Source: an optimization exercise on an open RTL-to-GDS flow (aim: small area, a short achievable clock period and few clock cycles). Production flows keep margins and buffers that such runs may drop.
At most, simulation tests tie the RTL to the original design; equivalence was not proved.
Power and IR drop assume default switching activity.

// fsq_table_engine
module fsq_table_engine (
    input  wire        clk,
    input  wire        rst,
    input  wire        cmd_valid,
    output wire        cmd_ready,
    input  wire [3:0]  cmd_op,
    input  wire [7:0]  cmd_a,
    input  wire [7:0]  cmd_b,
    output wire        rsp_valid,
    output wire [3:0]  rsp_err,
    output wire [2:0]  rsp_sub,
    output wire [7:0]  rsp_arg,
    output wire [16:0] rsp_result,
    output wire        rsp_tv,
    output wire [2:0]  rsp_k,
    output wire [2:0]  rsp_b
);
    localparam OP_NOP    = 4'h0, OP_CLEAR  = 4'h1, OP_APUSH = 4'h2, OP_KPUSH = 4'h3,
               OP_SETPAD = 4'h4, OP_BUILD  = 4'h5, OP_ENCB  = 4'hA, OP_DECB  = 4'hB,
               OP_PACK   = 4'hC, OP_UNPACK = 4'hD;
    localparam B_FIRST = 3'd0, B_SCAN = 3'd1, B_CHK = 3'd2, B_COL = 3'd3,
               B_FIN1  = 3'd4, B_FIN2 = 3'd5, B_ERR = 3'd7;
    reg [111:0] alpha_f;                 
    reg [255:0] kslot_f;                 
    reg [4:0]  alen;
    reg [5:0]  klen;
    reg [7:0]  pad;
    reg        pad_mem;                  
    reg        hi_f;  reg [3:0] hi_i;    
    reg        dup_f; reg [3:0] dup_i;   
    reg        tv;
    reg        tv_o;                     
    reg [2:0]  r_k, r_b;                 
  ...
Size: about 520 flip-flops, ~64 I/O pins, ~28000 sq um of cells after synthesis.
export LEC_CHECK = 0
export CAP_MARGIN = 20
export CORE_MARGIN = 2
export CORE_UTILIZATION = 45
export CTS_CLUSTER_DIAMETER = 100
export CTS_CLUSTER_SIZE = 25
export PLACE_DENSITY = 0.6
export SLEW_MARGIN = 20
create_clock -name core_clock -period 10.0 [get_ports {clk}]
standard.sh (not shown) runs the stock make flow with config.mk's settings and CLKGATE_MAP_FILE= SYNTH_SCRIPT=/design/flow/synth_recipe.tcl, a recipe that flattens the netlist after the stock synthesis.
==> flow/flow/run.sh <==
#!/bin/bash
set -euo pipefail
bash standard.sh synth > flow_synth.log 2>&1
bash standard.sh SETUP_SLACK_MARGIN=6.85 finish > flow_finish.log 2>&1
Edit:
==> flow/flow/run.sh (replaced) <==
#!/bin/bash
set -euo pipefail
bash standard.sh synth > flow_synth.log 2>&1
bash standard.sh SETUP_SLACK_MARGIN=7.0 SKIP_GATE_CLONING=1 finish > flow_finish.log 2>&1
CAP_MARGIN = 0   (was 20)
CORE_UTILIZATION = 50   (was 45)
SLEW_MARGIN = 0   (was 20)
Outcome: Flip-flop and latch count stays the same; cell count fell by 3.6%; non-clock buffer count fell by 31; synthesized cell count is unchanged; global-route usage rose by 4.5 points; total power is about the same; count of clock-buffer cells in the layout rose by 2; routed wire length is about the same; via count fell by about 0.54%.
Edit:
==> flow/flow/run.sh (replaced) <==
#!/bin/bash
set -euo pipefail
bash standard.sh synth > flow_synth.log 2>&1
bash standard.sh SETUP_SLACK_MARGIN=7.0 finish > flow_finish.log 2>&1
CAP_MARGIN = 20   (was 0)
CORE_UTILIZATION = 45   (was 50)
SLEW_MARGIN = 20   (was 0)
Outcome: Power decreases by a few percent; via count increases slightly; non-clock buffer count increases by 32.
Edit:
==> flow/flow/run.sh (replaced) <==
#!/bin/bash
set -euo pipefail
bash standard.sh synth > flow_synth.log 2>&1
bash standard.sh SETUP_SLACK_MARGIN=7.0 SKIP_GATE_CLONING=1 finish > flow_finish.log 2>&1
CAP_MARGIN = 0   (was 20)
SLEW_MARGIN = 0   (was 20)
Result:
- The changed run completed with no timing, DRC or antenna violations
- global-route usage falls by 0.24 points
- die area is unchanged
- utilization went down by 0.66 points
- first-iteration DRC count falls by about 9%
- final area decreases by 1.2%
- cell count decreases by about 0.5%
- count of clock-buffer cells in the layout is unchanged
- worst hold slack is about the same
- clock skew rises by 0.013 ns
Function was not checked in any run of this note: the RTL went through the layout flow alone.

* * *

Setup of run 1:
fsq_table_engine, a different RTL version from the one above (not shown whole).
Size in the first run: roughly 520 flip-flops, roughly 64 I/O pins, ~28000 um2 of cells after synthesis.
## fsq_table_engine
module fsq_table_engine (
    input  wire        clk,
    input  wire        rst,
    input  wire        cmd_valid,
    output wire        cmd_ready,
    input  wire [3:0]  cmd_op,
    input  wire [7:0]  cmd_a,
    input  wire [7:0]  cmd_b,
    output wire        rsp_valid,
    output wire [3:0]  rsp_err,
    output wire [2:0]  rsp_sub,
    output wire [7:0]  rsp_arg,
    output wire [16:0] rsp_result,
    output wire        rsp_tv,
    output wire [2:0]  rsp_k,
    output wire [2:0]  rsp_b
);
Settings: LEC_CHECK=0, CAP_MARGIN=0, CORE_MARGIN=2, CORE_UTILIZATION=50, CTS_CLUSTER_DIAMETER=100, CTS_CLUSTER_SIZE=25, PLACE_DENSITY=0.6, SLEW_MARGIN=0; clock period 10.0 ns.
==> flow/flow/run.sh <==
#!/bin/bash
set -euo pipefail
bash standard.sh synth > flow_synth.log 2>&1
bash standard.sh SETUP_SLACK_MARGIN=6.9 SKIP_GATE_CLONING=1 finish > flow_finish.log 2>&1
Testbench counts of run 1, summed over its fixed seeds: cycles 14,700.
> inputs changed (run 1 -> run 2)
- SLEW_MARGIN: 0 -> 20
- CAP_MARGIN: 0 -> 20
- CORE_UTILIZATION: 50 -> 45
==> flow/flow/run.sh <==
#!/bin/bash
set -euo pipefail
bash standard.sh synth > flow_synth.log 2>&1
bash standard.sh SETUP_SLACK_MARGIN=7.0 finish > flow_finish.log 2>&1
[summary]
Changes observed in run 2 relative to run 1: setup slack at placement picked up an extra 5.5 ps; largest stage delay on the critical path lower. Against run 1, run 2 comes in 1100 um2 higher on final instance area. Looking at final setup slack of the worst path, run 2 sits above run 1. Ratio of total power to cell area in run 2 is 3.2 nW/um2 below run 1. Upper clock frequency limit essentially unchanged between run 2 and run 1. | non-clock buffer count | run 2 vs run 1 | 52 higher |. Summary of the comparison: met1 usage in global routing is lower in run 2, relative to run 1. Run 2 reports a lower sum of buffers and inverters on the critical path than run 1 does.
> inputs changed (run 2 -> run 3)
- CORE_UTILIZATION now 50, was 45
- SLEW_MARGIN now 0, was 20
- ABC_AREA now 1, previously not set
- CAP_MARGIN now 0, was 20
==> flow/flow/run.sh <==
#!/bin/bash
set -euo pipefail
bash standard.sh synth > flow_synth.log 2>&1
bash standard.sh SETUP_SLACK_MARGIN=6.95 SKIP_GATE_CLONING=1 finish > flow_finish.log 2>&1
Findings:
As far as design area is concerned, run 3 and run 2 perform about the same. On post-synthesis instance area: between run 2 and run 3, it ends up lower for run 2. Run 2 vs run 3, start point of the critical path: r_res[1] vs r_arg[7]. Compared with run 2, run 3 improves internal cell power. Summary of run 3 over run 2: layout overhead on the synthesized area decreased by 4.9 points relative to the old numbers, number of global-route vias before repair increased by 4463 relative to the old numbers.
Inputs modified between run 3 and run 4:
- CAP_MARGIN: 0 -> 20
- CORE_UTILIZATION: 50 -> 45
- SLEW_MARGIN: 0 -> 20
==> flow/flow/run.sh <==
#!/bin/bash
set -euo pipefail
bash standard.sh synth > flow_synth.log 2>&1
bash standard.sh SETUP_SLACK_MARGIN=7.0 finish > flow_finish.log 2>&1
### Flow results
Run 4 ran to completion and came out clean on the timing, design-rule and antenna checks.
Taking run 3 as the reference, in run 4 post-CTS repair timing setup buffer count has increased; effective utilization at floorplan has decreased; worst reg2reg path depth has decreased.
Diff run 3..run 4 | number of enable flip-flop cells after synthesis | unchanged
Diff run 4 and run 3: final worst-path cycle share lower in run 3
Of the two values seen for critical-path cell with the highest stage delay, dfxtp_1 was produced by run 3 and dfxtp_4 by run 4.
The final cell count without fillers reported for run 4 is greater than that of run 3 by 110.
Compared with run 3, run 4 shows a cell count of the worst hold path that is 2 lower.
The launch point of the critical path comes out r_arg[7] in one run and r_res[3] in the other, namely in run 3 and run 4 respectively.
In the reports for run 4 and run 3, the larger layout inverter count without the clock tree belongs to run 4.

* * *

Another version of the RTL of fsq_table_engine (not shown whole).
Size in the first run: roughly 520 flip-flops, about 64 I/O pins, ~28000 sq um of cells after synthesis.
export LEC_CHECK = 0
export CAP_MARGIN = 0
export CORE_MARGIN = 2
export CORE_UTILIZATION = 45
export CTS_CLUSTER_DIAMETER = 100
export CTS_CLUSTER_SIZE = 25
export PLACE_DENSITY = 0.6
export SLEW_MARGIN = 0
create_clock -name core_clock -period 10.0 [get_ports {clk}]
==> flow/flow/run.sh <==
#!/bin/bash
set -euo pipefail
bash standard.sh synth > flow_synth.log 2>&1
bash standard.sh SETUP_SLACK_MARGIN=7.0 SKIP_GATE_CLONING=1 finish > flow_finish.log 2>&1
Next try:
==> flow/flow/run.sh (replaced) <==
#!/bin/bash
set -euo pipefail
bash standard.sh synth > flow_synth.log 2>&1
bash standard.sh SETUP_SLACK_MARGIN=7.0 finish > flow_finish.log 2>&1
--- a/flow/config.mk
+++ b/flow/config.mk
@@ -7,3 +7,3 @@
 export LEC_CHECK = 0
-export CAP_MARGIN = 0
+export CAP_MARGIN = 20
 export CORE_MARGIN = 2
@@ -13,2 +13,2 @@
 export PLACE_DENSITY = 0.6
-export SLEW_MARGIN = 0
+export SLEW_MARGIN = 20
The new run finished clean.
Critical path depth does not change.
Routed wire length went down by 1.5%.
Total power went down by about 0.7%.
Area after synthesis does not change.
No functional check of the RTL was part of any run of this note.

* * *

## wip/amber
fsq_table_engine with an RTL version that a note above also has.
For scale: roughly 2300 cells after synthesis, ~520 flip-flops, roughly 64 I/O pins.
export LEC_CHECK = 0
export CAP_MARGIN = 20
export CORE_MARGIN = 2
export CORE_UTILIZATION = 45
export CTS_CLUSTER_DIAMETER = 100
export CTS_CLUSTER_SIZE = 25
export PLACE_DENSITY = 0.6
export SLEW_MARGIN = 20
create_clock -name core_clock -period 10.0 [get_ports {clk}]
==> flow/flow/run.sh <==
#!/bin/bash
set -euo pipefail
bash standard.sh synth > flow_synth.log 2>&1
bash standard.sh SETUP_SLACK_MARGIN=6.7 finish > flow_finish.log 2>&1
Testbench counts of wip/amber, summed over its fixed seeds: cycles 14,700.
Relative to wip/amber, the following input files were edited for wip/pepper:
- CORE_UTILIZATION changed from 45 to 50
- CAP_MARGIN changed from 20 to 0
- SLEW_MARGIN changed from 20 to 0
- TNS_END_PERCENT newly set to 50
==> flow/flow/run.sh <==
#!/bin/bash
set -euo pipefail
bash standard.sh synth > flow_synth.log 2>&1
bash standard.sh SETUP_SLACK_MARGIN=6.95 SKIP_GATE_CLONING=1 finish > flow_finish.log 2>&1
### Flow results
wip/amber and wip/pepper ended up with roughly the same register fraction of the total cell area. Lower worst hold slack among wip/pepper and wip/amber: wip/amber. wip/pepper ended up with a higher multi-input gate share of the layout cell area than wip/amber did. Compared with wip/amber, wip/pepper shows delay contributed by the slowest stage of the critical path higher by 0.03 ns. Area of the multi-input gates sits higher in wip/pepper than in wip/amber. Summary: with wip/amber as the reference, switching component of the power in wip/pepper moved down by a few percent. Routed wire in wip/pepper totals less than in wip/amber. Run comparison: wip/pepper critical path capture point rsp_k[0]; wip/amber critical path capture point rsp_result[11]. Max via count across wip/pepper and wip/amber: wip/amber. Floorplan check, wip/pepper vs wip/amber: die outline smaller in wip/pepper.
> inputs changed (wip/pepper -> wip/maple)
- SLEW_MARGIN now 20, was 0
- CAP_MARGIN now 20, was 0
- CORE_UTILIZATION now 45, was 50
- TNS_END_PERCENT no longer set, was 50
==> flow/flow/run.sh <==
#!/bin/bash
set -euo pipefail
bash standard.sh synth > flow_synth.log 2>&1
bash standard.sh SETUP_SLACK_MARGIN=6.85 finish > flow_finish.log 2>&1
- wip/maple improves on wip/pepper in final period demand of the worst path.
- Between wip/maple and wip/pepper, it is wip/maple whose fraction of final layout cells sized beyond drive strength 1 is higher, by 3.4 points.
- As far as number of enable flip-flop cells after synthesis goes, wip/maple and wip/pepper are indistinguishable; the numbers are identical.
- Summary of wip/maple over wip/pepper: routed wire length rose 3.0%, met2 global-route usage fell 4.2 points, power rose 3.4%, highest net fanout along the worst path rose 46, tightest hold margin about even.
- Compared with wip/pepper, in wip/maple setup slack went up by 0.0062 ns; critical path depth higher.
Input changes introduced in wip/willow (baseline for comparison: wip/maple):
- a change of CAP_MARGIN from 20 to 0
- a change of CORE_UTILIZATION from 45 to 55
- a change of SLEW_MARGIN from 20 to 0
==> flow/flow/run.sh <==
#!/bin/bash
set -euo pipefail
bash standard.sh synth > flow_synth.log 2>&1
bash standard.sh SETUP_SLACK_MARGIN=7.0 SKIP_GATE_CLONING=1 finish > flow_finish.log 2>&1
==> summary.txt <==
Compare wip/maple and wip/willow | total power after layout higher: wip/maple. Compared wip/maple against wip/willow; total number of nets in the final design within noise. In terms of fraction of standard cell area that is sequential, wip/willow and wip/maple differ only marginally. Taking wip/maple as the reference, in wip/willow core utilization now larger, worst hold slack now smaller.

[port drivers added, routing unchanged]
The results above use ideal ports. As a check the final layouts listed here were re-extracted and re-timed, cells and wires unchanged.
Step 1 sets driving cells, clkbuf_16 on the clock port and buf_2 on the other inputs (assumed; they add their load-dependent delay and slew).
Step 2 times the ports against the registers' clock, not the clock port: input delays grow and output delays shrink by t, the midpoint of the rising clock arrivals with the driver on.
Three values: no drivers, after step 1, after step 2; two values: the first two.
run	t, ns	slack for setup (ns)	worst register clock-pin slew, ns	worst slew at a driven data input, ns	cell pins on the clock port's net
the first run of note 1	0.686	6.734 / 6.734 / 6.220	0.11 / 0.11	0.09	1
the second run of note 1	0.676	6.806 / 6.806 / 6.254	0.11 / 0.11	0.12	1
the third run of note 1	0.662	6.834 / 6.825 / 6.251	0.11 / 0.11	0.21	1
the fourth run of note 1	0.667	6.874 / 6.813 / 6.300	0.11 / 0.11	0.12	1
run 1	0.680	6.857 / 6.800 / 6.276	0.11 / 0.11	0.06	1
run 2	0.673	6.864 / 6.804 / 6.423	0.12 / 0.12	0.10	1
run 3	0.700	6.905 / 6.841 / 6.422	0.11 / 0.11	0.04	1
run 4	0.701	6.863 / 6.801 / 6.340	0.11 / 0.11	0.10	1
the first run of note 3	0.669	6.882 / 6.819 / 6.399	0.10 / 0.10	0.06	1
the second run of note 3	0.677	6.858 / 6.795 / 6.396	0.11 / 0.11	0.06	1
wip/amber	0.681	6.719 / 6.659 / 6.177	0.12 / 0.12	0.09	1
wip/pepper	0.657	6.826 / 6.766 / 6.371	0.11 / 0.11	0.08	1
wip/maple	0.677	6.833 / 6.803 / 6.235	0.11 / 0.11	0.10	1
wip/willow	0.665	6.872 / 6.810 / 6.392	0.11 / 0.11	0.09	1
After both steps setup and hold are still met in every run listed. For wip/maple, which loses most, drivers alone change the setup slack by -0.030 ns; drivers and shift together by -0.598 ns.
